Source: an optimization exercise on an open RTL-to-GDS flow (aim: small area, a short achievable clock period and few clock cycles per item). Production flows keep margins and buffers that such runs may drop.
Function was checked by simulation only, so behaviour that the tests miss may differ from the original.

## flow/design.v (module list and top-level ports; edited modules follow where they fit)
// module himg_qmap: 1463 lines
module himg_qmap (
    input  wire        clk,
    input  wire        rst,         
    input  wire        in_valid,
    output wire        in_ready,
    input  wire [1:0]  in_op,
    input  wire [15:0] in_data,
    output wire        out_valid,
    input  wire        out_ready,
    output wire [15:0] out_data
);
  // ...
==> flow/run.sh <==
#!/bin/bash
# synth_recipe.tcl (not shown) runs the flow's synth.tcl, then flattens the netlist and writes it again
# the make line also repeats each setting of config.mk as NAME=value (left out here)
make -C /OpenROAD-flow-scripts/flow DESIGN_CONFIG=/design/flow/config.mk WORK_HOME=/design/flow/orfs CLKGATE_MAP_FILE= SYNTH_SCRIPT=/design/flow/synth_recipe.tcl finish
==> flow/config.mk <==
export PLATFORM = sky130hd
export DESIGN_NAME = himg_qmap
export DESIGN_NICKNAME = himg_qmap
export VERILOG_FILES = /design/flow/design.v
export SDC_FILE = /design/flow/constraint.sdc
export NUM_CORES = 4
export LEC_CHECK = 0
export ABC_AREA = 1
export CAP_MARGIN = 20
export CORE_MARGIN = 2
export CORE_UTILIZATION = 45
export PLACE_DENSITY = 0.6
export SLEW_MARGIN = 20
==> flow/constraint.sdc <==
create_clock -name core_clock -period 14.0 [get_ports {clk}]
set_input_delay 2.8000 -clock core_clock [delete_from_list [all_inputs] [get_ports {clk}]]
set_output_delay 2.8000 -clock core_clock [all_outputs]
set_load 0.01 [all_outputs]
==> summary.txt, run 1 <==
Yosys
  – Register bit total from synthesis: 735
  – XOR/XNOR share of the synthesized area: under 10%
  – Synth area leader: edfxtp_1
  – Synth Flop Type: edfxtp_1

Global route
  – Vias in the first global route: 44200
  – Gr ovfl total: 0

Run
  – Max-Cap Viols: 0

Run status
  – Status: timing/DRC/antenna clean

Worst hold path
  – Worst Min Path Start: p10_k[1]

Layout
  – Post-route cell area: 62100 um2
  – NonClk Buf Share: a little over 1%
  – Bufs w/o clock: 70
  – Commonest non-fill, non-tap cell in the layout: nand2_1
  – Number of diodes: 0
  – Register area: roughly 21000 um2

Placement
  – Dpl hpwl: 116 mm

Drt
  – DR WL met2: 72.6 mm
  – Routed vias/inst: 5.31
  – DRC: 0
  – Drt first pass iters: 6

STA
  – Fmax: 216 MHz
  – Layout Skew: 39.8 ps
  – Worst relative slew slack: around a quarter

Clock network
  – Post-CTS Setup Bufs: 0
  – Clock sink count: 735
  – Root Buffer: clkbuf_16

Setup path
  – Slowest cell on crit path: edfxtp_1
  – R2R Setup Slk: between 9000 and 10000 ps
  – Worst reg2reg path depth: 15
  – CP arrival: roughly 5000 ps
Testbench counts, summed over its fixed seeds: cycles 3,568, items 3,072.
==> run 2, diff against run 1 <==
--- a/flow/design.v
+++ b/flow/design.v
@@ -51,6 +51,7 @@
     wire [15:0] d10_Ro;
     wire [10:0] d10_qo;
     wire [15:0] dC_Ro;
+    reg  [15:0] step_g0;
     reg  [6:0] dq_1;
     reg  [15:0] p1_R;
     reg  [6:0] p1_c;
@@ -82,6 +83,7 @@
     wire [10:0] d7_qo;
     wire [15:0] dMa_Ro;
     wire [10:0] dMa_qo;
+    reg  [15:0] step_g1;
     reg  [15:0] p4_R;
     reg  [1:0] p4_k;
     reg  [0:0] p4_neg;
@@ -108,6 +110,7 @@
     reg  [0:0] p6_v;
     wire [15:0] d4_Ro;
     wire [10:0] d4_qo;
+    reg  [15:0] step_g2;
     reg  [15:0] p7_R;
     reg  [1:0] p7_k;
     reg  [0:0] p7_neg;
@@ -132,6 +135,7 @@
     reg  [0:0] p9_v;
     wire [15:0] d1_Ro;
     wire [10:0] d1_qo;
+    reg  [15:0] step_g3;
     reg  [15:0] p10_R;
     reg  [1:0] p10_k;
     reg  [0:0] p10_neg;
@@ -330,6 +334,7 @@
     wire [13:0] dC_ay63 = {1'b0, dC_ac61, dC_ac59, dC_ac57, dC_ac55, dC_ac53, dC_ac51, dC_ac49, dC_ac47, dC_ac45, dC_ac43, (dC_ac1[2] & dC_ac1[0]), (dC_ac1[1] & dC_ac1[0]), 1'b0};
     wire [13:0] dC_asum64 = dC_ax62 + dC_ay63;
     assign dC_Ro = (dec_ko == 2'd1) ? {2'd0, dC_asum64} : d10_Ro;
+    always @(posedge clk) if (rst) step_g0 <= 16'd1; else if (en & ~cfg_wait & s0_v & (s0_op == 2'd2)) step_g0 <= s0_d;
     always @(posedge clk) if (en & ~cfg_wait & s0_v & (s0_op == 2'd3)) dq_1 <= s0_dq[6:0];
     always @(posedge clk) if (en_0) p1_R <= dC_Ro;
     always @(posedge clk) if (en_0) p1_c <= dec_co;
@@ -338,8 +343,8 @@
     always @(posedge clk) if (en_0) p1_q <= d10_qo[0:0];
     always @(posedge clk) if (rst) p1_v <= 1'b0; else if (en_0) p1_v <= dec_vo;
     wire [6:0] d9_hi = p1_R[15:9];
-    wire        d9_ge = (step[15:7] == 9'd0) & (d9_hi >= step[6:0]) & ~p1_k[0];
-    wire [6:0] d9_sb = d9_hi - step[6:0];
+    wire        d9_ge = (step_g0[15:7] == 9'd0) & (d9_hi >= step_g0[6:0]) & ~p1_k[0];
+    wire [6:0] d9_sb = d9_hi - step_g0[6:0];
     assign d9_Ro = d9_ge ? {d9_sb, p1_R[8:0]} : p1_R;
     assign d9_qo = {p1_q_z[9:0], d9_ge};
     reg  [11:0] dY_enc;
@@ -527,8 +532,8 @@
     always @(posedge clk) if (en_0) p2_q <= d9_qo[1:0];
     always @(posedge clk) if (rst) p2_v <= 1'b0; else if (en_0) p2_v <= p1_v;
     wire [7:0] d8_hi = p2_R[15:8];
-    wire        d8_ge = (step[15:8] == 8'd0) & (d8_hi >= step[7:0]) & ~p2_k[0];
-    wire [7:0] d8_sb = d8_hi - step[7:0];
+    wire        d8_ge = (step_g0[15:8] == 8'd0) & (d8_hi >= step_g0[7:0]) & ~p2_k[0];
+    wire [7:0] d8_sb = d8_hi - step_g0[7:0];
     assign d8_Ro = d8_ge ? {d8_sb, p2_R[7:0]} : p2_R;
     assign d8_qo = {p2_q_z[9:0], d8_ge};
     wire [14:0] dT_ay1 = p2_R[14:0];
@@ -646,61 +651,61 @@
     always @(posedge clk) if (en_0) p3_q <= d8_qo[2:0];
     always @(posedge clk) if (rst) p3_v <= 1'b0; else if (en_0) p3_v <= p2_v;
     wire [8:0] d7_hi = p3_R[15:7];
-    wire        d7_ge = (step[15:9] == 7'd0) & (d7_hi >= step[8:0]) & ~p3_k[0];
-    wire [8:0] d7_sb = d7_hi - step[8:0];
+    wire        d7_ge = (step_g0[15:9] == 7'd0) & (d7_hi >= step_g0[8:0]) & ~p3_k[0];
+    wire [8:0] d7_sb = d7_hi - step_g0[8:0];
     assign d7_Ro = d7_ge ? {d7_sb, p3_R[6:0]} : p3_R;
     assign d7_qo = {p3_q_z[9:0], d7_ge};
     wire [5:0] dMa_at1 = p3_R[5:0];
-    wire dMa_as2 = (dMa_at1[0] & step[4]) ^ (dMa_at1[1] & step[3]);
-    wire dMa_ac3 = (dMa_at1[0] & step[4]) & (dMa_at1[1] & step[3]);
-    wire dMa_as4 = (dMa_at1[0] & step[5]) ^ (dMa_at1[1] & step[4]) ^ (dMa_at1[2] & step[3]);
-    wire dMa_ac5 = ((dMa_at1[0] & step[5]) & (dMa_at1[1] & step[4])) | ((dMa_at1[0] & step[5]) & (dMa_at1[2] & step[3])) | ((dMa_at1[1] & step[4]) & (dMa_at1[2] & step[3]));
-    wire dMa_as6 = (dMa_at1[3] & step[2]) ^ (dMa_at1[4] & step[1]);
-    wire dMa_ac7 = (dMa_at1[3] & step[2]) & (dMa_at1[4] & step[1]);
-    wire dMa_as8 = (dMa_at1[0] & step[6]) ^ (dMa_at1[1] & step[5]) ^ (dMa_at1[2] & step[4]);
-    wire dMa_ac9 = ((dMa_at1[0] & step[6]) & (dMa_at1[1] & step[5])) | ((dMa_at1[0] & step[6]) & (dMa_at1[2] & step[4])) | ((dMa_at1[1] & step[5]) & (dMa_at1[2] & step[4]));
-    wire dMa_as10 = (dMa_at1[3] & step[3]) ^ (dMa_at1[4] & step[2]) ^ (dMa_at1[5] & step[1]);
-    wire dMa_ac11 = ((dMa_at1[3] & step[3]) & (dMa_at1[4] & step[2])) | ((dMa_at1[3] & step[3]) & (dMa_at1[5] & step[1])) | ((dMa_at1[4] & step[2]) & (dMa_at1[5] & step[1]));
-    wire dMa_as12 = (dMa_at1[0] & step[7]) ^ (dMa_at1[1] & step[6]) ^ (dMa_at1[2] & step[5]);
-    wire dMa_ac13 = ((dMa_at1[0] & step[7]) & (dMa_at1[1] & step[6])) | ((dMa_at1[0] & step[7]) & (dMa_at1[2] & step[5])) | ((dMa_at1[1] & step[6]) & (dMa_at1[2] & step[5]));
-    wire dMa_as14 = (dMa_at1[3] & step[4]) ^ (dMa_at1[4] & step[3]) ^ (dMa_at1[5] & step[2]);
-    wire dMa_ac15 = ((dMa_at1[3] & step[4]) & (dMa_at1[4] & step[3])) | ((dMa_at1[3] & step[4]) & (dMa_at1[5] & step[2])) | ((dMa_at1[4] & step[3]) & (dMa_at1[5] & step[2]));
-    wire dMa_as16 = (dMa_at1[0] & step[8]) ^ (dMa_at1[1] & step[7]) ^ (dMa_at1[2] & step[6]);
-    wire dMa_ac17 = ((dMa_at1[0] & step[8]) & (dMa_at1[1] & step[7])) | ((dMa_at1[0] & step[8]) & (dMa_at1[2] & step[6])) | ((dMa_at1[1] & step[7]) & (dMa_at1[2] & step[6]));
-    wire dMa_as18 = (dMa_at1[3] & step[5]) ^ (dMa_at1[4] & step[4]) ^ (dMa_at1[5] & step[3]);
-    wire dMa_ac19 = ((dMa_at1[3] & step[5]) & (dMa_at1[4] & step[4])) | ((dMa_at1[3] & step[5]) & (dMa_at1[5] & step[3])) | ((dMa_at1[4] & step[4]) & (dMa_at1[5] & step[3]));
-    wire dMa_as20 = (dMa_at1[0] & step[9]) ^ (dMa_at1[1] & step[8]) ^ (dMa_at1[2] & step[7]);
-    wire dMa_ac21 = ((dMa_at1[0] & step[9]) & (dMa_at1[1] & step[8])) | ((dMa_at1[0] & step[9]) & (dMa_at1[2] & step[7])) | ((dMa_at1[1] & step[8]) & (dMa_at1[2] & step[7]));
-    wire dMa_as22 = (dMa_at1[3] & step[6]) ^ (dMa_at1[4] & step[5]) ^ (dMa_at1[5] & step[4]);
-    wire dMa_ac23 = ((dMa_at1[3] & step[6]) & (dMa_at1[4] & step[5])) | ((dMa_at1[3] & step[6]) & (dMa_at1[5] & step[4])) | ((dMa_at1[4] & step[5]) & (dMa_at1[5] & step[4]));
-    wire dMa_as24 = (dMa_at1[0] & step[10]) ^ (dMa_at1[1] & step[9]) ^ (dMa_at1[2] & step[8]);
-    wire dMa_ac25 = ((dMa_at1[0] & step[10]) & (dMa_at1[1] & step[9])) | ((dMa_at1[0] & step[10]) & (dMa_at1[2] & step[8])) | ((dMa_at1[1] & step[9]) & (dMa_at1[2] & step[8]));
-    wire dMa_as26 = (dMa_at1[3] & step[7]) ^ (dMa_at1[4] & step[6]) ^ (dMa_at1[5] & step[5]);
-    wire dMa_ac27 = ((dMa_at1[3] & step[7]) & (dMa_at1[4] & step[6])) | ((dMa_at1[3] & step[7]) & (dMa_at1[5] & step[5])) | ((dMa_at1[4] & step[6]) & (dMa_at1[5] & step[5]));
-    wire dMa_as28 = (dMa_at1[0] & step[11]) ^ (dMa_at1[1] & step[10]) ^ (dMa_at1[2] & step[9]);
-    wire dMa_ac29 = ((dMa_at1[0] & step[11]) & (dMa_at1[1] & step[10])) | ((dMa_at1[0] & step[11]) & (dMa_at1[2] & step[9])) | ((dMa_at1[1] & step[10]) & (dMa_at1[2] & step[9]));
-    wire dMa_as30 = (dMa_at1[3] & step[8]) ^ (dMa_at1[4] & step[7]) ^ (dMa_at1[5] & step[6]);
-    wire dMa_ac31 = ((dMa_at1[3] & step[8]) & (dMa_at1[4] & step[7])) | ((dMa_at1[3] & step[8]) & (dMa_at1[5] & step[6])) | ((dMa_at1[4] & step[7]) & (dMa_at1[5] & step[6]));
-    wire dMa_as32 = (dMa_at1[0] & step[12]) ^ (dMa_at1[1] & step[11]) ^ (dMa_at1[2] & step[10]);
-    wire dMa_ac33 = ((dMa_at1[0] & step[12]) & (dMa_at1[1] & step[11])) | ((dMa_at1[0] & step[12]) & (dMa_at1[2] & step[10])) | ((dMa_at1[1] & step[11]) & (dMa_at1[2] & step[10]));
-    wire dMa_as34 = (dMa_at1[3] & step[9]) ^ (dMa_at1[4] & step[8]) ^ (dMa_at1[5] & step[7]);
-    wire dMa_ac35 = ((dMa_at1[3] & step[9]) & (dMa_at1[4] & step[8])) | ((dMa_at1[3] & step[9]) & (dMa_at1[5] & step[7])) | ((dMa_at1[4] & step[8]) & (dMa_at1[5] & step[7]));
-    wire dMa_as36 = (dMa_at1[0] & step[13]) ^ (dMa_at1[1] & step[12]) ^ (dMa_at1[2] & step[11]);
-    wire dMa_ac37 = ((dMa_at1[0] & step[13]) & (dMa_at1[1] & step[12])) | ((dMa_at1[0] & step[13]) & (dMa_at1[2] & step[11])) | ((dMa_at1[1] & step[12]) & (dMa_at1[2] & step[11]));
-    wire dMa_as38 = (dMa_at1[3] & step[10]) ^ (dMa_at1[4] & step[9]) ^ (dMa_at1[5] & step[8]);
-    wire dMa_ac39 = ((dMa_at1[3] & step[10]) & (dMa_at1[4] & step[9])) | ((dMa_at1[3] & step[10]) & (dMa_at1[5] & step[8])) | ((dMa_at1[4] & step[9]) & (dMa_at1[5] & step[8]));
-    wire dMa_as40 = (dMa_at1[0] & step[14]) ^ (dMa_at1[1] & step[13]) ^ (dMa_at1[2] & step[12]);
-    wire dMa_ac41 = ((dMa_at1[0] & step[14]) & (dMa_at1[1] & step[13])) | ((dMa_at1[0] & step[14]) & (dMa_at1[2] & step[12])) | ((dMa_at1[1] & step[13]) & (dMa_at1[2] & step[12]));
-    wire dMa_as42 = (dMa_at1[3] & step[11]) ^ (dMa_at1[4] & step[10]) ^ (dMa_at1[5] & step[9]);
-    wire dMa_ac43 = ((dMa_at1[3] & step[11]) & (dMa_at1[4] & step[10])) | ((dMa_at1[3] & step[11]) & (dMa_at1[5] & step[9])) | ((dMa_at1[4] & step[10]) & (dMa_at1[5] & step[9]));
-    wire dMa_as44 = (dMa_at1[0] & step[15]) ^ (dMa_at1[1] & step[14]) ^ (dMa_at1[2] & step[13]);
-    wire dMa_as45 = (dMa_at1[3] & step[12]) ^ (dMa_at1[4] & step[11]) ^ (dMa_at1[5] & step[10]);
-    wire dMa_as46 = (dMa_at1[0] & step[3]) ^ (dMa_at1[1] & step[2]);
-    wire dMa_ac47 = (dMa_at1[0] & step[3]) & (dMa_at1[1] & step[2]);
-    wire dMa_as48 = dMa_as2 ^ (dMa_at1[2] & step[2]) ^ (dMa_at1[3] & step[1]);
-    wire dMa_ac49 = (dMa_as2 & (dMa_at1[2] & step[2])) | (dMa_as2 & (dMa_at1[3] & step[1])) | ((dMa_at1[2] & step[2]) & (dMa_at1[3] & step[1]));
-    wire dMa_as50 = dMa_as4 ^ dMa_as6 ^ (dMa_at1[5] & step[0]);
-    wire dMa_ac51 = (dMa_as4 & dMa_as6) | (dMa_as4 & (dMa_at1[5] & step[0])) | (dMa_as6 & (dMa_at1[5] & step[0]));
+    wire dMa_as2 = (dMa_at1[0] & step_g0[4]) ^ (dMa_at1[1] & step_g0[3]);
+    wire dMa_ac3 = (dMa_at1[0] & step_g0[4]) & (dMa_at1[1] & step_g0[3]);
+    wire dMa_as4 = (dMa_at1[0] & step_g0[5]) ^ (dMa_at1[1] & step_g0[4]) ^ (dMa_at1[2] & step_g0[3]);
+    wire dMa_ac5 = ((dMa_at1[0] & step_g0[5]) & (dMa_at1[1] & step_g0[4])) | ((dMa_at1[0] & step_g0[5]) & (dMa_at1[2] & step_g0[3])) | ((dMa_at1[1] & step_g0[4]) & (dMa_at1[2] & step_g0[3]));
+    wire dMa_as6 = (dMa_at1[3] & step_g0[2]) ^ (dMa_at1[4] & step_g0[1]);
+    wire dMa_ac7 = (dMa_at1[3] & step_g0[2]) & (dMa_at1[4] & step_g0[1]);
+    wire dMa_as8 = (dMa_at1[0] & step_g0[6]) ^ (dMa_at1[1] & step_g0[5]) ^ (dMa_at1[2] & step_g0[4]);
+    wire dMa_ac9 = ((dMa_at1[0] & step_g0[6]) & (dMa_at1[1] & step_g0[5])) | ((dMa_at1[0] & step_g0[6]) & (dMa_at1[2] & step_g0[4])) | ((dMa_at1[1] & step_g0[5]) & (dMa_at1[2] & step_g0[4]));
+    wire dMa_as10 = (dMa_at1[3] & step_g0[3]) ^ (dMa_at1[4] & step_g0[2]) ^ (dMa_at1[5] & step_g0[1]);
+    wire dMa_ac11 = ((dMa_at1[3] & step_g0[3]) & (dMa_at1[4] & step_g0[2])) | ((dMa_at1[3] & step_g0[3]) & (dMa_at1[5] & step_g0[1])) | ((dMa_at1[4] & step_g0[2]) & (dMa_at1[5] & step_g0[1]));
+    wire dMa_as12 = (dMa_at1[0] & step_g0[7]) ^ (dMa_at1[1] & step_g0[6]) ^ (dMa_at1[2] & step_g0[5]);
+    wire dMa_ac13 = ((dMa_at1[0] & step_g0[7]) & (dMa_at1[1] & step_g0[6])) | ((dMa_at1[0] & step_g0[7]) & (dMa_at1[2] & step_g0[5])) | ((dMa_at1[1] & step_g0[6]) & (dMa_at1[2] & step_g0[5]));
+    wire dMa_as14 = (dMa_at1[3] & step_g0[4]) ^ (dMa_at1[4] & step_g0[3]) ^ (dMa_at1[5] & step_g0[2]);
+    wire dMa_ac15 = ((dMa_at1[3] & step_g0[4]) & (dMa_at1[4] & step_g0[3])) | ((dMa_at1[3] & step_g0[4]) & (dMa_at1[5] & step_g0[2])) | ((dMa_at1[4] & step_g0[3]) & (dMa_at1[5] & step_g0[2]));
+    wire dMa_as16 = (dMa_at1[0] & step_g0[8]) ^ (dMa_at1[1] & step_g0[7]) ^ (dMa_at1[2] & step_g0[6]);
+    wire dMa_ac17 = ((dMa_at1[0] & step_g0[8]) & (dMa_at1[1] & step_g0[7])) | ((dMa_at1[0] & step_g0[8]) & (dMa_at1[2] & step_g0[6])) | ((dMa_at1[1] & step_g0[7]) & (dMa_at1[2] & step_g0[6]));
+    wire dMa_as18 = (dMa_at1[3] & step_g0[5]) ^ (dMa_at1[4] & step_g0[4]) ^ (dMa_at1[5] & step_g0[3]);
+    wire dMa_ac19 = ((dMa_at1[3] & step_g0[5]) & (dMa_at1[4] & step_g0[4])) | ((dMa_at1[3] & step_g0[5]) & (dMa_at1[5] & step_g0[3])) | ((dMa_at1[4] & step_g0[4]) & (dMa_at1[5] & step_g0[3]));
+    wire dMa_as20 = (dMa_at1[0] & step_g0[9]) ^ (dMa_at1[1] & step_g0[8]) ^ (dMa_at1[2] & step_g0[7]);
+    wire dMa_ac21 = ((dMa_at1[0] & step_g0[9]) & (dMa_at1[1] & step_g0[8])) | ((dMa_at1[0] & step_g0[9]) & (dMa_at1[2] & step_g0[7])) | ((dMa_at1[1] & step_g0[8]) & (dMa_at1[2] & step_g0[7]));
+    wire dMa_as22 = (dMa_at1[3] & step_g0[6]) ^ (dMa_at1[4] & step_g0[5]) ^ (dMa_at1[5] & step_g0[4]);
+    wire dMa_ac23 = ((dMa_at1[3] & step_g0[6]) & (dMa_at1[4] & step_g0[5])) | ((dMa_at1[3] & step_g0[6]) & (dMa_at1[5] & step_g0[4])) | ((dMa_at1[4] & step_g0[5]) & (dMa_at1[5] & step_g0[4]));
+    wire dMa_as24 = (dMa_at1[0] & step_g0[10]) ^ (dMa_at1[1] & step_g0[9]) ^ (dMa_at1[2] & step_g0[8]);
+    wire dMa_ac25 = ((dMa_at1[0] & step_g0[10]) & (dMa_at1[1] & step_g0[9])) | ((dMa_at1[0] & step_g0[10]) & (dMa_at1[2] & step_g0[8])) | ((dMa_at1[1] & step_g0[9]) & (dMa_at1[2] & step_g0[8]));
+    wire dMa_as26 = (dMa_at1[3] & step_g0[7]) ^ (dMa_at1[4] & step_g0[6]) ^ (dMa_at1[5] & step_g0[5]);
+    wire dMa_ac27 = ((dMa_at1[3] & step_g0[7]) & (dMa_at1[4] & step_g0[6])) | ((dMa_at1[3] & step_g0[7]) & (dMa_at1[5] & step_g0[5])) | ((dMa_at1[4] & step_g0[6]) & (dMa_at1[5] & step_g0[5]));
+    wire dMa_as28 = (dMa_at1[0] & step_g0[11]) ^ (dMa_at1[1] & step_g0[10]) ^ (dMa_at1[2] & step_g0[9]);
+    wire dMa_ac29 = ((dMa_at1[0] & step_g0[11]) & (dMa_at1[1] & step_g0[10])) | ((dMa_at1[0] & step_g0[11]) & (dMa_at1[2] & step_g0[9])) | ((dMa_at1[1] & step_g0[10]) & (dMa_at1[2] & step_g0[9]));
+    wire dMa_as30 = (dMa_at1[3] & step_g0[8]) ^ (dMa_at1[4] & step_g0[7]) ^ (dMa_at1[5] & step_g0[6]);
+    wire dMa_ac31 = ((dMa_at1[3] & step_g0[8]) & (dMa_at1[4] & step_g0[7])) | ((dMa_at1[3] & step_g0[8]) & (dMa_at1[5] & step_g0[6])) | ((dMa_at1[4] & step_g0[7]) & (dMa_at1[5] & step_g0[6]));
+    wire dMa_as32 = (dMa_at1[0] & step_g0[12]) ^ (dMa_at1[1] & step_g0[11]) ^ (dMa_at1[2] & step_g0[10]);
+    wire dMa_ac33 = ((dMa_at1[0] & step_g0[12]) & (dMa_at1[1] & step_g0[11])) | ((dMa_at1[0] & step_g0[12]) & (dMa_at1[2] & step_g0[10])) | ((dMa_at1[1] & step_g0[11]) & (dMa_at1[2] & step_g0[10]));
+    wire dMa_as34 = (dMa_at1[3] & step_g0[9]) ^ (dMa_at1[4] & step_g0[8]) ^ (dMa_at1[5] & step_g0[7]);
+    wire dMa_ac35 = ((dMa_at1[3] & step_g0[9]) & (dMa_at1[4] & step_g0[8])) | ((dMa_at1[3] & step_g0[9]) & (dMa_at1[5] & step_g0[7])) | ((dMa_at1[4] & step_g0[8]) & (dMa_at1[5] & step_g0[7]));
+    wire dMa_as36 = (dMa_at1[0] & step_g0[13]) ^ (dMa_at1[1] & step_g0[12]) ^ (dMa_at1[2] & step_g0[11]);
+    wire dMa_ac37 = ((dMa_at1[0] & step_g0[13]) & (dMa_at1[1] & step_g0[12])) | ((dMa_at1[0] & step_g0[13]) & (dMa_at1[2] & step_g0[11])) | ((dMa_at1[1] & step_g0[12]) & (dMa_at1[2] & step_g0[11]));
+    wire dMa_as38 = (dMa_at1[3] & step_g0[10]) ^ (dMa_at1[4] & step_g0[9]) ^ (dMa_at1[5] & step_g0[8]);
+    wire dMa_ac39 = ((dMa_at1[3] & step_g0[10]) & (dMa_at1[4] & step_g0[9])) | ((dMa_at1[3] & step_g0[10]) & (dMa_at1[5] & step_g0[8])) | ((dMa_at1[4] & step_g0[9]) & (dMa_at1[5] & step_g0[8]));
+    wire dMa_as40 = (dMa_at1[0] & step_g0[14]) ^ (dMa_at1[1] & step_g0[13]) ^ (dMa_at1[2] & step_g0[12]);
+    wire dMa_ac41 = ((dMa_at1[0] & step_g0[14]) & (dMa_at1[1] & step_g0[13])) | ((dMa_at1[0] & step_g0[14]) & (dMa_at1[2] & step_g0[12])) | ((dMa_at1[1] & step_g0[13]) & (dMa_at1[2] & step_g0[12]));
+    wire dMa_as42 = (dMa_at1[3] & step_g0[11]) ^ (dMa_at1[4] & step_g0[10]) ^ (dMa_at1[5] & step_g0[9]);
+    wire dMa_ac43 = ((dMa_at1[3] & step_g0[11]) & (dMa_at1[4] & step_g0[10])) | ((dMa_at1[3] & step_g0[11]) & (dMa_at1[5] & step_g0[9])) | ((dMa_at1[4] & step_g0[10]) & (dMa_at1[5] & step_g0[9]));
+    wire dMa_as44 = (dMa_at1[0] & step_g0[15]) ^ (dMa_at1[1] & step_g0[14]) ^ (dMa_at1[2] & step_g0[13]);
+    wire dMa_as45 = (dMa_at1[3] & step_g0[12]) ^ (dMa_at1[4] & step_g0[11]) ^ (dMa_at1[5] & step_g0[10]);
+    wire dMa_as46 = (dMa_at1[0] & step_g0[3]) ^ (dMa_at1[1] & step_g0[2]);
+    wire dMa_ac47 = (dMa_at1[0] & step_g0[3]) & (dMa_at1[1] & step_g0[2]);
+    wire dMa_as48 = dMa_as2 ^ (dMa_at1[2] & step_g0[2]) ^ (dMa_at1[3] & step_g0[1]);
+    wire dMa_ac49 = (dMa_as2 & (dMa_at1[2] & step_g0[2])) | (dMa_as2 & (dMa_at1[3] & step_g0[1])) | ((dMa_at1[2] & step_g0[2]) & (dMa_at1[3] & step_g0[1]));
+    wire dMa_as50 = dMa_as4 ^ dMa_as6 ^ (dMa_at1[5] & step_g0[0]);
+    wire dMa_ac51 = (dMa_as4 & dMa_as6) | (dMa_as4 & (dMa_at1[5] & step_g0[0])) | (dMa_as6 & (dMa_at1[5] & step_g0[0]));
     wire dMa_as52 = dMa_as8 ^ dMa_as10 ^ dMa_ac5;
     wire dMa_ac53 = (dMa_as8 & dMa_as10) | (dMa_as8 & dMa_ac5) | (dMa_as10 & dMa_ac5);
     wire dMa_as54 = dMa_as12 ^ dMa_as14 ^ dMa_ac9;
@@ -720,12 +725,12 @@
     wire dMa_as68 = dMa_as40 ^ dMa_as42 ^ dMa_ac37;
     wire dMa_ac69 = (dMa_as40 & dMa_as42) | (dMa_as40 & dMa_ac37) | (dMa_as42 & dMa_ac37);
     wire dMa_as70 = dMa_as44 ^ dMa_as45 ^ dMa_ac41;
-    wire dMa_as71 = (dMa_at1[0] & step[2]) ^ (dMa_at1[1] & step[1]);
-    wire dMa_ac72 = (dMa_at1[0] & step[2]) & (dMa_at1[1] & step[1]);
-    wire dMa_as73 = dMa_as46 ^ (dMa_at1[2] & step[1]) ^ (dMa_at1[3] & step[0]);
-    wire dMa_ac74 = (dMa_as46 & (dMa_at1[2] & step[1])) | (dMa_as46 & (dMa_at1[3] & step[0])) | ((dMa_at1[2] & step[1]) & (dMa_at1[3] & step[0]));
-    wire dMa_as75 = dMa_as48 ^ (dMa_at1[4] & step[0]) ^ dMa_ac47;
-    wire dMa_ac76 = (dMa_as48 & (dMa_at1[4] & step[0])) | (dMa_as48 & dMa_ac47) | ((dMa_at1[4] & step[0]) & dMa_ac47);
+    wire dMa_as71 = (dMa_at1[0] & step_g0[2]) ^ (dMa_at1[1] & step_g0[1]);
+    wire dMa_ac72 = (dMa_at1[0] & step_g0[2]) & (dMa_at1[1] & step_g0[1]);
+    wire dMa_as73 = dMa_as46 ^ (dMa_at1[2] & step_g0[1]) ^ (dMa_at1[3] & step_g0[0]);
+    wire dMa_ac74 = (dMa_as46 & (dMa_at1[2] & step_g0[1])) | (dMa_as46 & (dMa_at1[3] & step_g0[0])) | ((dMa_at1[2] & step_g0[1]) & (dMa_at1[3] & step_g0[0]));
+    wire dMa_as75 = dMa_as48 ^ (dMa_at1[4] & step_g0[0]) ^ dMa_ac47;
+    wire dMa_ac76 = (dMa_as48 & (dMa_at1[4] & step_g0[0])) | (dMa_as48 & dMa_ac47) | ((dMa_at1[4] & step_g0[0]) & dMa_ac47);
     wire dMa_as77 = dMa_as50 ^ dMa_ac3 ^ dMa_ac49;
     wire dMa_ac78 = (dMa_as50 & dMa_ac3) | (dMa_as50 & dMa_ac49) | (dMa_ac3 & dMa_ac49);
     wire dMa_as79 = dMa_as52 ^ dMa_ac7 ^ dMa_ac51;
@@ -747,51 +752,52 @@
     wire dMa_as95 = dMa_as68 ^ dMa_ac39 ^ dMa_ac67;
     wire dMa_ac96 = (dMa_as68 & dMa_ac39) | (dMa_as68 & dMa_ac67) | (dMa_ac39 & dMa_ac67);
     wire dMa_as97 = dMa_as70 ^ dMa_ac43 ^ dMa_ac69;
-    wire [15:0] dMa_ax98 = {dMa_as97, dMa_as95, dMa_as93, dMa_as91, dMa_as89, dMa_as87, dMa_as85, dMa_as83, dMa_as81, dMa_as79, dMa_as77, dMa_as75, dMa_as73, dMa_as71, (dMa_at1[0] & step[1]), (dMa_at1[0] & step[0])};
-    wire [15:0] dMa_ay99 = {dMa_ac96, dMa_ac94, dMa_ac92, dMa_ac90, dMa_ac88, dMa_ac86, dMa_ac84, dMa_ac82, dMa_ac80, dMa_ac78, dMa_ac76, dMa_ac74, dMa_ac72, (dMa_at1[2] & step[0]), (dMa_at1[1] & step[0]), 1'b0};
+    wire [15:0] dMa_ax98 = {dMa_as97, dMa_as95, dMa_as93, dMa_as91, dMa_as89, dMa_as87, dMa_as85, dMa_as83, dMa_as81, dMa_as79, dMa_as77, dMa_as75, dMa_as73, dMa_as71, (dMa_at1[0] & step_g0[1]), (dMa_at1[0] & step_g0[0])};
+    wire [15:0] dMa_ay99 = {dMa_ac96, dMa_ac94, dMa_ac92, dMa_ac90, dMa_ac88, dMa_ac86, dMa_ac84, dMa_ac82, dMa_ac80, dMa_ac78, dMa_ac76, dMa_ac74, dMa_ac72, (dMa_at1[2] & step_g0[0]), (dMa_at1[1] & step_g0[0]), 1'b0};
     wire [15:0] dMa_asum100 = dMa_ax98 + dMa_ay99;
-    wire        dMa_hp = |(dMa_at1 & {|step[15:10], |step[15:11], |step[15:12], |step[15:13], |step[15:14], step[15]});
+    wire        dMa_hp = |(dMa_at1 & {|step_g0[15:10], |step_g0[15:11], |step_g0[15:12], |step_g0[15:13], |step_g0[15:14], step_g0[15]});
     assign dMa_Ro = (p3_k == 2'd1) ? dMa_asum100 : d7_Ro;
     assign dMa_qo = (p3_k == 2'd1) ? {5'd0, p3_R[10:6], dMa_hp} : d7_qo;
+    always @(posedge clk) if (rst) step_g1 <= 16'd1; else if (en_1 & p3_v & (p3_k == 2'd2)) step_g1 <= step_g0;
     always @(posedge clk) if (en_1) p4_R <= dMa_Ro;
     always @(posedge clk) if (en_1) p4_k <= p3_k;
     always @(posedge clk) if (en_1) p4_neg <= p3_neg;
     always @(posedge clk) if (en_1) p4_q <= dMa_qo[5:0];
     always @(posedge clk) if (rst) p4_v <= 1'b0; else if (en_1) p4_v <= p3_v;
     wire [9:0] d6_hi = p4_R[15:6];
-    wire        d6_ge = (step[15:10] == 6'd0) & (d6_hi >= step[9:0]) & ~p4_k[0];
-    wire [9:0] d6_sb = d6_hi - step[9:0];
+    wire        d6_ge = (step_g1[15:10] == 6'd0) & (d6_hi >= step_g1[9:0]) & ~p4_k[0];
+    wire [9:0] d6_sb = d6_hi - step_g1[9:0];
     assign d6_Ro = d6_ge ? {d6_sb, p4_R[5:0]} : p4_R;
     assign d6_qo = {p4_q_z[9:0], d6_ge};
     wire [4:0] dMb_at1 = p4_q_z[5:1];
-    wire dMb_as2 = (dMb_at1[0] & step[3]) ^ (dMb_at1[1] & step[2]);
-    wire dMb_ac3 = (dMb_at1[0] & step[3]) & (dMb_at1[1] & step[2]);
-    wire dMb_as4 = (dMb_at1[0] & step[4]) ^ (dMb_at1[1] & step[3]) ^ (dMb_at1[2] & step[2]);
-    wire dMb_ac5 = ((dMb_at1[0] & step[4]) & (dMb_at1[1] & step[3])) | ((dMb_at1[0] & step[4]) & (dMb_at1[2] & step[2])) | ((dMb_at1[1] & step[3]) & (dMb_at1[2] & step[2]));
-    wire dMb_as6 = (dMb_at1[3] & step[1]) ^ (dMb_at1[4] & step[0]);
-    wire dMb_ac7 = (dMb_at1[3] & step[1]) & (dMb_at1[4] & step[0]);
-    wire dMb_as8 = (dMb_at1[0] & step[5]) ^ (dMb_at1[1] & step[4]) ^ (dMb_at1[2] & step[3]);
-    wire dMb_ac9 = ((dMb_at1[0] & step[5]) & (dMb_at1[1] & step[4])) | ((dMb_at1[0] & step[5]) & (dMb_at1[2] & step[3])) | ((dMb_at1[1] & step[4]) & (dMb_at1[2] & step[3]));
-    wire dMb_as10 = (dMb_at1[3] & step[2]) ^ (dMb_at1[4] & step[1]) ^ p4_R[11];
-    wire dMb_ac11 = ((dMb_at1[3] & step[2]) & (dMb_at1[4] & step[1])) | ((dMb_at1[3] & step[2]) & p4_R[11]) | ((dMb_at1[4] & step[1]) & p4_R[11]);
-    wire dMb_as12 = (dMb_at1[0] & step[6]) ^ (dMb_at1[1] & step[5]) ^ (dMb_at1[2] & step[4]);
-    wire dMb_ac13 = ((dMb_at1[0] & step[6]) & (dMb_at1[1] & step[5])) | ((dMb_at1[0] & step[6]) & (dMb_at1[2] & step[4])) | ((dMb_at1[1] & step[5]) & (dMb_at1[2] & step[4]));
-    wire dMb_as14 = (dMb_at1[3] & step[3]) ^ (dMb_at1[4] & step[2]) ^ p4_R[12];
-    wire dMb_ac15 = ((dMb_at1[3] & step[3]) & (dMb_at1[4] & step[2])) | ((dMb_at1[3] & step[3]) & p4_R[12]) | ((dMb_at1[4] & step[2]) & p4_R[12]);
-    wire dMb_as16 = (dMb_at1[0] & step[7]) ^ (dMb_at1[1] & step[6]) ^ (dMb_at1[2] & step[5]);
-    wire dMb_ac17 = ((dMb_at1[0] & step[7]) & (dMb_at1[1] & step[6])) | ((dMb_at1[0] & step[7]) & (dMb_at1[2] & step[5])) | ((dMb_at1[1] & step[6]) & (dMb_at1[2] & step[5]));
-    wire dMb_as18 = (dMb_at1[3] & step[4]) ^ (dMb_at1[4] & step[3]) ^ p4_R[13];
-    wire dMb_ac19 = ((dMb_at1[3] & step[4]) & (dMb_at1[4] & step[3])) | ((dMb_at1[3] & step[4]) & p4_R[13]) | ((dMb_at1[4] & step[3]) & p4_R[13]);
-    wire dMb_as20 = (dMb_at1[0] & step[8]) ^ (dMb_at1[1] & step[7]) ^ (dMb_at1[2] & step[6]);
-    wire dMb_ac21 = ((dMb_at1[0] & step[8]) & (dMb_at1[1] & step[7])) | ((dMb_at1[0] & step[8]) & (dMb_at1[2] & step[6])) | ((dMb_at1[1] & step[7]) & (dMb_at1[2] & step[6]));
-    wire dMb_as22 = (dMb_at1[3] & step[5]) ^ (dMb_at1[4] & step[4]) ^ p4_R[14];
-    wire dMb_ac23 = ((dMb_at1[3] & step[5]) & (dMb_at1[4] & step[4])) | ((dMb_at1[3] & step[5]) & p4_R[14]) | ((dMb_at1[4] & step[4]) & p4_R[14]);
-    wire dMb_as24 = (dMb_at1[0] & step[9]) ^ (dMb_at1[1] & step[8]) ^ (dMb_at1[2] & step[7]);
-    wire dMb_as25 = (dMb_at1[3] & step[6]) ^ (dMb_at1[4] & step[5]) ^ p4_R[15];
-    wire dMb_as26 = (dMb_at1[0] & step[2]) ^ (dMb_at1[1] & step[1]);
-    wire dMb_ac27 = (dMb_at1[0] & step[2]) & (dMb_at1[1] & step[1]);
-    wire dMb_as28 = dMb_as2 ^ (dMb_at1[2] & step[1]) ^ (dMb_at1[3] & step[0]);
-    wire dMb_ac29 = (dMb_as2 & (dMb_at1[2] & step[1])) | (dMb_as2 & (dMb_at1[3] & step[0])) | ((dMb_at1[2] & step[1]) & (dMb_at1[3] & step[0]));
+    wire dMb_as2 = (dMb_at1[0] & step_g1[3]) ^ (dMb_at1[1] & step_g1[2]);
+    wire dMb_ac3 = (dMb_at1[0] & step_g1[3]) & (dMb_at1[1] & step_g1[2]);
+    wire dMb_as4 = (dMb_at1[0] & step_g1[4]) ^ (dMb_at1[1] & step_g1[3]) ^ (dMb_at1[2] & step_g1[2]);
+    wire dMb_ac5 = ((dMb_at1[0] & step_g1[4]) & (dMb_at1[1] & step_g1[3])) | ((dMb_at1[0] & step_g1[4]) & (dMb_at1[2] & step_g1[2])) | ((dMb_at1[1] & step_g1[3]) & (dMb_at1[2] & step_g1[2]));
+    wire dMb_as6 = (dMb_at1[3] & step_g1[1]) ^ (dMb_at1[4] & step_g1[0]);
+    wire dMb_ac7 = (dMb_at1[3] & step_g1[1]) & (dMb_at1[4] & step_g1[0]);
+    wire dMb_as8 = (dMb_at1[0] & step_g1[5]) ^ (dMb_at1[1] & step_g1[4]) ^ (dMb_at1[2] & step_g1[3]);
+    wire dMb_ac9 = ((dMb_at1[0] & step_g1[5]) & (dMb_at1[1] & step_g1[4])) | ((dMb_at1[0] & step_g1[5]) & (dMb_at1[2] & step_g1[3])) | ((dMb_at1[1] & step_g1[4]) & (dMb_at1[2] & step_g1[3]));
+    wire dMb_as10 = (dMb_at1[3] & step_g1[2]) ^ (dMb_at1[4] & step_g1[1]) ^ p4_R[11];
+    wire dMb_ac11 = ((dMb_at1[3] & step_g1[2]) & (dMb_at1[4] & step_g1[1])) | ((dMb_at1[3] & step_g1[2]) & p4_R[11]) | ((dMb_at1[4] & step_g1[1]) & p4_R[11]);
+    wire dMb_as12 = (dMb_at1[0] & step_g1[6]) ^ (dMb_at1[1] & step_g1[5]) ^ (dMb_at1[2] & step_g1[4]);
+    wire dMb_ac13 = ((dMb_at1[0] & step_g1[6]) & (dMb_at1[1] & step_g1[5])) | ((dMb_at1[0] & step_g1[6]) & (dMb_at1[2] & step_g1[4])) | ((dMb_at1[1] & step_g1[5]) & (dMb_at1[2] & step_g1[4]));
+    wire dMb_as14 = (dMb_at1[3] & step_g1[3]) ^ (dMb_at1[4] & step_g1[2]) ^ p4_R[12];
+    wire dMb_ac15 = ((dMb_at1[3] & step_g1[3]) & (dMb_at1[4] & step_g1[2])) | ((dMb_at1[3] & step_g1[3]) & p4_R[12]) | ((dMb_at1[4] & step_g1[2]) & p4_R[12]);
+    wire dMb_as16 = (dMb_at1[0] & step_g1[7]) ^ (dMb_at1[1] & step_g1[6]) ^ (dMb_at1[2] & step_g1[5]);
+    wire dMb_ac17 = ((dMb_at1[0] & step_g1[7]) & (dMb_at1[1] & step_g1[6])) | ((dMb_at1[0] & step_g1[7]) & (dMb_at1[2] & step_g1[5])) | ((dMb_at1[1] & step_g1[6]) & (dMb_at1[2] & step_g1[5]));
+    wire dMb_as18 = (dMb_at1[3] & step_g1[4]) ^ (dMb_at1[4] & step_g1[3]) ^ p4_R[13];
+    wire dMb_ac19 = ((dMb_at1[3] & step_g1[4]) & (dMb_at1[4] & step_g1[3])) | ((dMb_at1[3] & step_g1[4]) & p4_R[13]) | ((dMb_at1[4] & step_g1[3]) & p4_R[13]);
+    wire dMb_as20 = (dMb_at1[0] & step_g1[8]) ^ (dMb_at1[1] & step_g1[7]) ^ (dMb_at1[2] & step_g1[6]);
+    wire dMb_ac21 = ((dMb_at1[0] & step_g1[8]) & (dMb_at1[1] & step_g1[7])) | ((dMb_at1[0] & step_g1[8]) & (dMb_at1[2] & step_g1[6])) | ((dMb_at1[1] & step_g1[7]) & (dMb_at1[2] & step_g1[6]));
+    wire dMb_as22 = (dMb_at1[3] & step_g1[5]) ^ (dMb_at1[4] & step_g1[4]) ^ p4_R[14];
+    wire dMb_ac23 = ((dMb_at1[3] & step_g1[5]) & (dMb_at1[4] & step_g1[4])) | ((dMb_at1[3] & step_g1[5]) & p4_R[14]) | ((dMb_at1[4] & step_g1[4]) & p4_R[14]);
+    wire dMb_as24 = (dMb_at1[0] & step_g1[9]) ^ (dMb_at1[1] & step_g1[8]) ^ (dMb_at1[2] & step_g1[7]);
+    wire dMb_as25 = (dMb_at1[3] & step_g1[6]) ^ (dMb_at1[4] & step_g1[5]) ^ p4_R[15];
+    wire dMb_as26 = (dMb_at1[0] & step_g1[2]) ^ (dMb_at1[1] & step_g1[1]);
+    wire dMb_ac27 = (dMb_at1[0] & step_g1[2]) & (dMb_at1[1] & step_g1[1]);
+    wire dMb_as28 = dMb_as2 ^ (dMb_at1[2] & step_g1[1]) ^ (dMb_at1[3] & step_g1[0]);
+    wire dMb_ac29 = (dMb_as2 & (dMb_at1[2] & step_g1[1])) | (dMb_as2 & (dMb_at1[3] & step_g1[0])) | ((dMb_at1[2] & step_g1[1]) & (dMb_at1[3] & step_g1[0]));
     wire dMb_as30 = dMb_as4 ^ dMb_as6 ^ p4_R[10];
     wire dMb_ac31 = (dMb_as4 & dMb_as6) | (dMb_as4 & p4_R[10]) | (dMb_as6 & p4_R[10]);
     wire dMb_as32 = dMb_as8 ^ dMb_as10 ^ dMb_ac5;
@@ -803,10 +809,10 @@
     wire dMb_as38 = dMb_as20 ^ dMb_as22 ^ dMb_ac17;
     wire dMb_ac39 = (dMb_as20 & dMb_as22) | (dMb_as20 & dMb_ac17) | (dMb_as22 & dMb_ac17);
     wire dMb_as40 = dMb_as24 ^ dMb_as25 ^ dMb_ac21;
-    wire dMb_as41 = (dMb_at1[0] & step[1]) ^ (dMb_at1[1] & step[0]);
-    wire dMb_ac42 = (dMb_at1[0] & step[1]) & (dMb_at1[1] & step[0]);
-    wire dMb_as43 = dMb_as26 ^ (dMb_at1[2] & step[0]) ^ p4_R[8];
-    wire dMb_ac44 = (dMb_as26 & (dMb_at1[2] & step[0])) | (dMb_as26 & p4_R[8]) | ((dMb_at1[2] & step[0]) & p4_R[8]);
+    wire dMb_as41 = (dMb_at1[0] & step_g1[1]) ^ (dMb_at1[1] & step_g1[0]);
+    wire dMb_ac42 = (dMb_at1[0] & step_g1[1]) & (dMb_at1[1] & step_g1[0]);
+    wire dMb_as43 = dMb_as26 ^ (dMb_at1[2] & step_g1[0]) ^ p4_R[8];
+    wire dMb_ac44 = (dMb_as26 & (dMb_at1[2] & step_g1[0])) | (dMb_as26 & p4_R[8]) | ((dMb_at1[2] & step_g1[0]) & p4_R[8]);
     wire dMb_as45 = dMb_as28 ^ p4_R[9] ^ dMb_ac27;
     wire dMb_ac46 = (dMb_as28 & p4_R[9]) | (dMb_as28 & dMb_ac27) | (p4_R[9] & dMb_ac27);
     wire dMb_as47 = dMb_as30 ^ dMb_ac3 ^ dMb_ac29;
@@ -820,10 +826,10 @@
     wire dMb_as55 = dMb_as38 ^ dMb_ac19 ^ dMb_ac37;
     wire dMb_ac56 = (dMb_as38 & dMb_ac19) | (dMb_as38 & dMb_ac37) | (dMb_ac19 & dMb_ac37);
     wire dMb_as57 = dMb_as40 ^ dMb_ac23 ^ dMb_ac39;
-    wire [15:0] dMb_ax58 = {dMb_as57, dMb_as55, dMb_as53, dMb_as51, dMb_as49, dMb_as47, dMb_as45, dMb_as43, dMb_as41, (dMb_at1[0] & step[0]), p4_R[5], p4_R[4], p4_R[3], p4_R[2], p4_R[1], p4_R[0]};
+    wire [15:0] dMb_ax58 = {dMb_as57, dMb_as55, dMb_as53, dMb_as51, dMb_as49, dMb_as47, dMb_as45, dMb_as43, dMb_as41, (dMb_at1[0] & step_g1[0]), p4_R[5], p4_R[4], p4_R[3], p4_R[2], p4_R[1], p4_R[0]};
     wire [15:0] dMb_ay59 = {dMb_ac56, dMb_ac54, dMb_ac52, dMb_ac50, dMb_ac48, dMb_ac46, dMb_ac44, dMb_ac42, p4_R[7], p4_R[6], 1'b0, 1'b0, 1'b0, 1'b0, 1'b0, 1'b0};
     wire [15:0] dMb_asum60 = dMb_ax58 + dMb_ay59;
-    wire        dMb_hp = p4_q_z[0] | |(dMb_at1 & {|step[15:5], |step[15:6], |step[15:7], |step[15:8], |step[15:9]});
+    wire        dMb_hp = p4_q_z[0] | |(dMb_at1 & {|step_g1[15:5], |step_g1[15:6], |step_g1[15:7], |step_g1[15:8], |step_g1[15:9]});
     wire [15:0] dMb_pl = dMb_asum60;
     assign dMb_Ro = (p4_k == 2'd1) ? dMb_pl : d6_Ro;
     assign dMb_qo = (p4_k == 2'd1) ? {10'd0, dMb_pl[15] | dMb_hp} : d6_qo;
@@ -833,8 +839,8 @@
     always @(posedge clk) if (en_1) p5_q <= dMb_qo[4:0];
     always @(posedge clk) if (rst) p5_v <= 1'b0; else if (en_1) p5_v <= p4_v;
     wire [10:0] d5_hi = p5_R[15:5];
-    wire        d5_ge = (step[15:11] == 5'd0) & (d5_hi >= step[10:0]) & ~p5_k[0];
-    wire [10:0] d5_sb = d5_hi - step[10:0];
+    wire        d5_ge = (step_g1[15:11] == 5'd0) & (d5_hi >= step_g1[10:0]) & ~p5_k[0];
+    wire [10:0] d5_sb = d5_hi - step_g1[10:0];
     assign d5_Ro = d5_ge ? {d5_sb, p5_R[4:0]} : p5_R;
     assign d5_qo = {p5_q_z[9:0], d5_ge};
     always @(posedge clk) if (en_1) p6_R <= d5_Ro;
@@ -843,18 +849,19 @@
     always @(posedge clk) if (en_1) p6_q <= d5_qo[5:0];
     always @(posedge clk) if (rst) p6_v <= 1'b0; else if (en_1) p6_v <= p5_v;
     wire [11:0] d4_hi = p6_R[15:4];
-    wire        d4_ge = (step[15:12] == 4'd0) & (d4_hi >= step[11:0]) & ~p6_k[0];
-    wire [11:0] d4_sb = d4_hi - step[11:0];
+    wire        d4_ge = (step_g1[15:12] == 4'd0) & (d4_hi >= step_g1[11:0]) & ~p6_k[0];
+    wire [11:0] d4_sb = d4_hi - step_g1[11:0];
     assign d4_Ro = d4_ge ? {d4_sb, p6_R[3:0]} : p6_R;
     assign d4_qo = {p6_q_z[9:0], d4_ge};
+    always @(posedge clk) if (rst) step_g2 <= 16'd1; else if (en_2 & p6_v & (p6_k == 2'd2)) step_g2 <= step_g1;
     always @(posedge clk) if (en_2) p7_R <= d4_Ro;
     always @(posedge clk) if (en_2) p7_k <= p6_k;
     always @(posedge clk) if (en_2) p7_neg <= p6_neg;
     always @(posedge clk) if (en_2) p7_q <= d4_qo[6:0];
     always @(posedge clk) if (rst) p7_v <= 1'b0; else if (en_2) p7_v <= p6_v;
     wire [12:0] d3_hi = p7_R[15:3];
-    wire        d3_ge = (step[15:13] == 3'd0) & (d3_hi >= step[12:0]) & ~p7_k[0];
-    wire [12:0] d3_sb = d3_hi - step[12:0];
+    wire        d3_ge = (step_g2[15:13] == 3'd0) & (d3_hi >= step_g2[12:0]) & ~p7_k[0];
+    wire [12:0] d3_sb = d3_hi - step_g2[12:0];
     assign d3_Ro = d3_ge ? {d3_sb, p7_R[2:0]} : p7_R;
     assign d3_qo = {p7_q_z[9:0], d3_ge};
     always @(posedge clk) if (en_2) p8_R <= d3_Ro;
@@ -863,8 +870,8 @@
     always @(posedge clk) if (en_2) p8_q <= d3_qo[7:0];
     always @(posedge clk) if (rst) p8_v <= 1'b0; else if (en_2) p8_v <= p7_v;
     wire [13:0] d2_hi = p8_R[15:2];
-    wire        d2_ge = (step[15:14] == 2'd0) & (d2_hi >= step[13:0]) & ~p8_k[0];
-    wire [13:0] d2_sb = d2_hi - step[13:0];
+    wire        d2_ge = (step_g2[15:14] == 2'd0) & (d2_hi >= step_g2[13:0]) & ~p8_k[0];
+    wire [13:0] d2_sb = d2_hi - step_g2[13:0];
     assign d2_Ro = d2_ge ? {d2_sb, p8_R[1:0]} : p8_R;
     assign d2_qo = {p8_q_z[9:0], d2_ge};
     always @(posedge clk) if (en_2) p9_R <= d2_Ro;
@@ -873,18 +880,19 @@
     always @(posedge clk) if (en_2) p9_q <= d2_qo[8:0];
     always @(posedge clk) if (rst) p9_v <= 1'b0; else if (en_2) p9_v <= p8_v;
     wire [14:0] d1_hi = p9_R[15:1];
-    wire        d1_ge = (step[15:15] == 1'd0) & (d1_hi >= step[14:0]) & ~p9_k[0];
-    wire [14:0] d1_sb = d1_hi - step[14:0];
+    wire        d1_ge = (step_g2[15:15] == 1'd0) & (d1_hi >= step_g2[14:0]) & ~p9_k[0];
+    wire [14:0] d1_sb = d1_hi - step_g2[14:0];
     assign d1_Ro = d1_ge ? {d1_sb, p9_R[0:0]} : p9_R;
     assign d1_qo = {p9_q_z[9:0], d1_ge};
+    always @(posedge clk) if (rst) step_g3 <= 16'd1; else if (en_3 & p9_v & (p9_k == 2'd2)) step_g3 <= step_g2;
     always @(posedge clk) if (en_3) p10_R <= d1_Ro;
     always @(posedge clk) if (en_3) p10_k <= p9_k;
     always @(posedge clk) if (en_3) p10_neg <= p9_neg;
     always @(posedge clk) if (en_3) p10_q <= d1_qo[9:0];
     always @(posedge clk) if (rst) p10_v <= 1'b0; else if (en_3) p10_v <= p9_v;
     wire [15:0] d0_hi = p10_R[15:0];
-    wire        d0_ge = (d0_hi >= step) & ~p10_k[0];
-    wire [15:0] d0_sb = d0_hi - step[15:0];
+    wire        d0_ge = (d0_hi >= step_g3) & ~p10_k[0];
+    wire [15:0] d0_sb = d0_hi - step_g3[15:0];
     assign d0_Ro = d0_ge ? d0_sb : p10_R;
     assign d0_qo = {p10_q_z[9:0], d0_ge};
     always @(posedge clk) if (en_3) p11_R <= d0_Ro;
@@ -892,7 +900,7 @@
     always @(posedge clk) if (en_3) p11_neg <= p10_neg;
     always @(posedge clk) if (en_3) p11_q <= d0_qo;
     always @(posedge clk) if (rst) p11_v <= 1'b0; else if (en_3) p11_v <= p10_v;
-    wire        rnd_up = ({p11_R, 1'b0} >= {1'b0, step}) & (p11_q != (p11_neg ? qmaxn : qmaxp));
+    wire        rnd_up = ({p11_R, 1'b0} >= {1'b0, step_g3}) & (p11_q != (p11_neg ? qmaxn : qmaxp));
     wire [10:0] rnd_q1 = p11_q + 11'd1;
     wire [10:0] rnd_m0 = (p11_q > 11'd1136) ? 11'd1136 : p11_q;
     wire [10:0] rnd_m1 = (p11_q > 11'd1135) ? 11'd1136 : rnd_q1;
@@ -1443,21 +1451,13 @@
         if (~o2_v)
             o2_d <= fin_d;
     end
-    assign cfg_wait = s0_v & (s0_op == 2'd2) & (p1_v | p2_v | p3_v | p4_v | p5_v | p6_v | p7_v | p8_v | p9_v | p10_v | p11_v);
+    assign cfg_wait = s0_v & (s0_op == 2'd2) & (p1_v | p2_v | p3_v);
     wire        o2_v_n = ~(~o1_v | take) & (o2_v | (en & fin_v));
     wire        s0_v_n = (en & ~cfg_wait) ? in_valid : s0_v;
     wire [1:0]  s0_op_n = (en & ~cfg_wait) ? in_op : s0_op;
     wire        p1_v_n = en ? (s0_v & ~cfg_wait) : p1_v;
     wire        p2_v_n = en ? p1_v : p2_v;
     wire        p3_v_n = en ? p2_v : p3_v;
-    wire        p4_v_n = en ? p3_v : p4_v;
-    wire        p5_v_n = en ? p4_v : p5_v;
-    wire        p6_v_n = en ? p5_v : p6_v;
-    wire        p7_v_n = en ? p6_v : p7_v;
-    wire        p8_v_n = en ? p7_v : p8_v;
-    wire        p9_v_n = en ? p8_v : p9_v;
-    wire        p10_v_n = en ? p9_v : p10_v;
-    wire        p11_v_n = en ? p10_v : p11_v;
     always @(posedge clk)
-        in_ready_r <= rst | ~o2_v_n & ~(s0_v_n & (s0_op_n == 2'd2) & (p1_v_n | p2_v_n | p3_v_n | p4_v_n | p5_v_n | p6_v_n | p7_v_n | p8_v_n | p9_v_n | p10_v_n | p11_v_n));
+        in_ready_r <= rst | ~o2_v_n & ~(s0_v_n & (s0_op_n == 2'd2) & (p1_v_n | p2_v_n | p3_v_n));
 endmodule
--- a/flow/config.mk
+++ b/flow/config.mk
@@ -8,6 +8,6 @@
 export ABC_AREA = 1
 export CAP_MARGIN = 20
 export CORE_MARGIN = 2
-export CORE_UTILIZATION = 45
-export PLACE_DENSITY = 0.6
+export CORE_UTILIZATION = 55
+export PLACE_DENSITY = 0.65
 export SLEW_MARGIN = 20
==> run 2 against run 1 <==
Against the previous run:
- still clean
- final cell count decreased by 0.78%
- synthesized cell count up 3.1%
- clock-buffer cell count is 20 higher
- synthesized area up 3.1%
- final area up 2.5%
- critical path depth increased by 8
- first-iteration DRC count grew 3.7%
- maximum frequency rose by 0.29%
- global-route usage grew 4.9 points
- core utilization increased by 11 points
- register-to-register slack barely moved
- highest routed layer unchanged
==> summary.txt, run 2 <==
Run status
  – Status: timing/DRC/antenna clean

Global route
  – Vias in the first global route: 45100 (+2.1%)
  – Number of antenna violations at the first check in global routing: 0
  – Largest net degree at the start of global routing: between 80 and 90
  – Gr ovfl total: 0 (unchanged)
  – First-pass GRT wire length: roughly 240 mm
  – Gr usage total: 28.0%

Drt
  – Wirelength per Cell: approximately 18 um
  – Routed vias/inst: 5.58 (+5.2%)
  – Routed WL: 152 mm
  – Drt first pass iters: 5 (-1)
  – Via count: 46900
  – Final ANT Viol Nets: 0
  – Number of DRC markers in iteration 0: around 3500
  – DRC: 0 (unchanged)

Setup path
  – Critical Path End Type: flip-flop
  – Max FO, Critical Path: 10
  – Slowest cell on crit path: edfxtp_1
  – CP top delay family: compound AO/OA/AOI/OAI gates
  – Max stage delay on crit path: 680 ps
  – Crit-path cells: inv_1 > ha_1 > inv_1 > nor2_1 > inv_1 > nor2_1 > nand2_1 > inv_1 > a21oi_1 > or2_2 > nand2_1 > a21oi_1 > ha_1 > nand2_1 > nor2_1 > a211oi_1 > o21ai_0 > a21oi_1 > o21bai_1 > nand3_1 > clkinv_1 > o21bai_1 > o21ai_0
  – CP arrival: 5020 ps (-20 ps)
  – R2R Setup Slk: 9380 ps (about the same)
  – Critical path class: reg -> reg
  – CP required: 14400 ps
  – Buf/Inv on CP: 5
  – CP dominant cell by count: inv_1
  – Worst setup SP type: flip-flop

STA
  – Setup TNS: 0 ps
  – Final hold vios: 0
  – Setup WS post-layout: approximately 9400 ps
  – RSZ-0062 raised after global routing: no
  – Hold WS: 403 ps
  – Max Slew Vio Count: 0
  – Final min period: ~4600 ps
  – Count of final setup violators: 0
  – Fmax: 217 MHz (+0.29%)
  – Period utilization: 33.0%
  – Worst relative slew slack: 28.5% (+4.4 points)
  – Layout Skew: 43.9 ps (+4.06 ps)
  – Slew at the pin closest to its max-slew limit: around 1100 ps

Yosys
  – Largest family of logic cells by synthesized area: adder cells
  – Synth area leader: edfxtp_1
  – Seq/Total Area, Yosys: 37.7%
  – XOR/XNOR share of the synthesized area: 4.89% (-0.34 points)
  – Syn avg cell area: 8.48 um2
  – Area fraction in compound gates after synthesis: 13.0%
  – Register bit total from synthesis: 783 (+6.5%)
  – Synth Flop Type: edfxtp_1
  – Syn_nets: 7731
  – Distinct cells, synth: 66
  – Top area cells in the synthesized netlist: edfxtp_1, ha_1, nand2_1
  – Commonest cells post-synth: nand2_1, inv_1, edfxtp_1, ha_1, o21ai_0
  – Synth Area in Simple Gates: 16.3%
  – EDFF count, synth: 650
  – Most common cell in the netlist: nand2_1
  – Mux cell area share after synthesis: less than 1%
  – Cell Area, Synth: 58800 um2
  – Post-synth top area share: about a third
  – Synth warnings: 1
  – Mapped Cells: about 6900
  – Ys async rst share: 0%
  – Synth Area in Adders: 19.2%

Placement
  – Pre-CTS WS: just over 9000 ps
  – Port Buf Inserts: 39
  – Inst Count DP: 8236
  – Final weighted congestion in routability-driven placement: 0.930
  – Dpl hpwl: 119 mm (+2.5%)

Clock network
  – Longest Clk Path Bufs: 3
  – CTS HTree Levels: 3
  – Clock sink count: 783 (+6.5%)
  – Cts hold-fix bufs: 0
  – Clock-pin slew on the worst setup and hold paths: 60 ps
  – Later-pin clock latency in the skew report: around 680 ps
  – CTS buffer count: 88
  – TritonCTS clock tree: yes
  – PostCTS Resize Cnt: 0
  – Post-CTS Setup Bufs: 0 (unchanged)
  – Root Buffer: clkbuf_16

Floorplan
  – Die area: 110000 um2
  – I/O pins: 40
  – Core footprint: 106000 um2
  – Starting Density: 55.6%
  – Row cnt: ~120
  – DIE WIDTH: 331 um
  – Die Y: between 300 and 400 um

Layout
  – Fill cell count: 9423
  – Cell Count, Final, Fillers Out: 8402
  – Layout cells sized above 1: 3.57%
  – Commonest non-fill, non-tap cell in the layout: nand2_1
  – Number of diodes: 0 (unchanged)
  – Net count, final: 7732
  – Area grow syn2layout: 8.29%
  – Most frequent cells in the layout: nand2_1, inv_1, edfxtp_1

Worst hold path
  – Worst hold-check path type: reg -> reg

Run
  – Max-Cap Viols: 0 (unchanged)
==> run 2: path summary, 6_finish.rpt <==
path | start | cells past startpoint | end
worst min register to register | p5_R[1] | 0 | p6_R[1]
worst min-delay path | p5_R[1] | 0 | p6_R[1]
worst max-delay path | s0_d[0] | 23 | p1_R[12]
worst max register to register | s0_d[0] | 23 | p1_R[12]
==> run 2: final cells by class <==
class / instances / area (um2) / share of cell area, %
multi-input combinational: 4784 / 31500 / 49.4
sequential: 783 / 22200 / 34.8
inverter: 1215 / 4570 / 7.18
clock buffer: 118 / 2470 / 3.88
tap: 1391 / 1740 / 2.73
clock inverter: 48 / 671 / 1.05
timing repair buffer: 63 / 591 / 0.927
==> run 2: cells by family after synthesis <==
| kind of cell | after synthesis |
|---|---|
| flops | 783 |
| buf+inv | 1367 |
| compound gates | 1378 |
| other cells | 2 |
| mux | 5 |
| xor+xnor | 328 |
| simple gates | 2296 |
| fa+ha+maj | 775 |
==> run 2: per-stage QoR <==
stage	cell area, um2	util, %
after floorplan	58800	-
after global placement	60500	57.2
after detailed placement	60500	57.3
after CTS	63700	60.2
after global routing	63700	60.2
final	63700	60.2
==> run 2: worst register-to-register path: stages (launching register included) <==
cell and delay, ps:
edfxtp_1 680, inv_1 340, ha_1 250, inv_1 50
nor2_1 120, inv_1 90, nor2_1 160, nand2_1 70
inv_1 70, a21oi_1 70, or2_2 300, nand2_1 70
a21oi_1 70, ha_1 380, nand2_1 110, nor2_1 50
a211oi_1 300, o21ai_0 170, a21oi_1 160, o21bai_1 80
nand3_1 170, clkinv_1 250, o21bai_1 190, o21ai_0 120
==> run 2: per-layer routing <==
| metal | part of all wire, % | GRT usage (%) |
|---|---|---|
| met4 | 2.3 | 7.22 |
| met3 | 6.5 | 4.42 |
| met2 | 47 | 47.2 |
| met1 | 44 | 37.8 |
| met5 | 0 | 0 |
Testbench counts of run 2, summed over its fixed seeds: cycles 3,376, items 3,072.
==> run 3, diff against run 2 <==
--- a/flow/config.mk
+++ b/flow/config.mk
@@ -8,6 +8,6 @@
 export ABC_AREA = 1
 export CAP_MARGIN = 20
 export CORE_MARGIN = 2
-export CORE_UTILIZATION = 55
-export PLACE_DENSITY = 0.65
+export CORE_UTILIZATION = 65
+export PLACE_DENSITY = 0.75
 export SLEW_MARGIN = 20
==> run 3 against run 2 <==
Against the previous run:
- critical path depth fell by 6
- wire length fell by 1.9%
- critical path type unchanged
==> summary.txt, run 3 <==
Clock network
  – Post-CTS Setup Bufs: 0 (unchanged)
  – PostCTS Resize Cnt: 0 (unchanged)
  – Later-pin clock latency in the skew report: 660 ps (-20 ps)
  – CTS HTree Levels: 3 (unchanged)
  – CTS buffer count: 87 (-1.1%)
  – TritonCTS clock tree: yes
  – Root Buffer: clkbuf_16

Yosys
  – Synth Area in Adders: 19.2% (unchanged)
  – Top area cells in the synthesized netlist: edfxtp_1, ha_1, nand2_1
  – Seq/Total Area, Yosys: 37.7% (unchanged)
  – Cell Area, Synth: 58800 um2 (unchanged)
  – Register bit total from synthesis: 783 (unchanged)
  – Synth area leader: edfxtp_1
  – Largest family of logic cells by synthesized area: adder cells
  – Syn_nets: 7731 (unchanged)
  – Synth Flop Type: edfxtp_1
  – XOR/XNOR share of the synthesized area: 4.89% (unchanged)
  – Distinct cells, synth: 66 (unchanged)

Run status
  – Status: timing/DRC/antenna clean

Setup path
  – Launching point of the worst reg2reg path: s0_d[5]
  – CP required: 14380 ps (-20 ps)
  – Slowest cell on crit path: edfxtp_1
  – Max FO, Critical Path: 15 (+5)
  – Crit-path cells: nand2_1 > inv_1 > ha_1 > inv_1 > fa_1 > fa_1 > inv_1 > fa_1 > ha_1 > a21oi_1 > o221ai_1 > a21oi_1 > o21bai_1 > nand2_1 > inv_1 > o211ai_1 > o21ai_0
  – Critical Path End Type: flip-flop
  – Critical R2R Capture: p1_R[13]
  – Critical path class: reg -> reg

Layout
  – Most frequent cells in the layout: nand2_1, inv_1, edfxtp_1

Drt
  – Number of DRC markers in iteration 0: 4383 (+26%)
  – Routed vias/inst: 5.79 (+3.6%)
  – DRC: 0 (unchanged)
  – Via count: 47400 (+0.94%)

Floorplan
  – Row cnt: 110 (-7.6%)
  – Die Y: 305 um (-7.9%)
  – Core footprint: 89900 um2 (-15%)
  – DIE WIDTH: 305 um (-7.9%)

STA
  – Count of final setup violators: 0 (unchanged)
  – Slew at the pin closest to its max-slew limit: 1160 ps (+92.5 ps)

Global route
  – Gr ovfl total: 0 (unchanged)
  – First-pass GRT wire length: 241 mm (about the same)
  – Gr usage total: 32.3% (+4.3 points)

Worst hold path
  – WHS Endpoint: p3_q[2]
  – Hold path depth: 0 (unchanged)
-- run 3: cell counts after synthesis --
No cell type changed its count.
-- run 3: cell families after synthesis --
logic type / count (synthesis)
compound gates: 1378
xor+xnor: 328
simple gates: 2296
mux: 5
other cells: 2
fa+ha+maj: 775
buf+inv: 1367
flops: 783
-- run 3: cell type report --
class	count	area, um2	area share (%)
multi-input combinational	4784	31500	49.8
antenna	1	2.50	0.00396
timing repair buffer	62	563	0.892
inverter	1215	4570	7.24
sequential	783	22200	35.1
tap	1176	1470	2.33
clock inverter	48	492	0.779
clock buffer	115	2390	3.79
-- run 3: worst register-to-register path: cells and delay by family, from the launching register on --
family,cells,cell delay (ps)
and+or+nand+nor,2,180
DFF,1,820
AOI/OAI and AO/OA,6,1000
adders and majority gates,5,2010
buffers and inverters,4,300
-- run 3: layer usage --
layer	part of all wire, %	GRT usage, %	wire length [um]
met1	42	43.8	63200
met3	7.5	3.90	11200
met5	0	0	0
met4	2.8	9.57	4240
met2	47	54.8	70700
-- run 3: how the worst max path moves through the flow --
stage / cells after the start / startpoint / end / slack [ps]
after detailed placement: 7 / out_ready / in_ready_r / 9260
final: 17 / s0_d[5] / p1_R[13] / 9430
after global routing: 23 / s0_d[0] / p1_R[12] / 9120
after global placement: 7 / out_ready / in_ready_r / 9260
after floorplan: 18 / dY_enc[5] / p2_R[11] / 9700
after CTS: 17 / s0_d[5] / p1_R[13] / 9460
-- run 3: per-stage QoR --
step / utilization, % / std cells / hold WS, ps
final: 70.2 / 8184 / 412
after global routing: 70.2 / 8183 / 412
after CTS: 70.2 / 8183 / 412
after detailed placement: 67.0 / 8020 / 405
after global placement: 67.0 / 8020 / 400
after floorplan: - / 6934 / 400

[what the ideal ports hide]
Ports are ideal in the flow. The routed layouts listed here were re-timed in OpenROAD.
Step 1 (the two cells are an assumption about what drives the block):
set clk [get_ports {clk}]
set_driving_cell -lib_cell sky130_fd_sc_hd__clkbuf_16 $clk
set_driving_cell -lib_cell sky130_fd_sc_hd__buf_2 [delete_from_list [all_inputs] $clk]
Step 2 also shifts input and output timing later by t, the mid clock arrival at the registers, as if the neighbouring blocks saw the same clock.
a / b / c = ideal / step 1 / step 2; a / b = the first two.
run	t, ns	setup WS [ns]	worst hold slack (ns)	cell pins on the clock port's net
run 1	0.748	9.370 / 9.326 / 9.119	0.413 / 0.413 / 0.413	1
run 2	0.734	9.383 / 9.383 / 9.309	0.403 / 0.403 / 0.403	1
run 3	0.716	9.427 / 9.427 / 9.191	0.412 / 0.412 / 0.412	1
After both steps setup and hold are still met in every run listed. The setup slack of run 1, which loses most, moves by -0.044 ns with the drivers and by -0.251 ns with both steps.
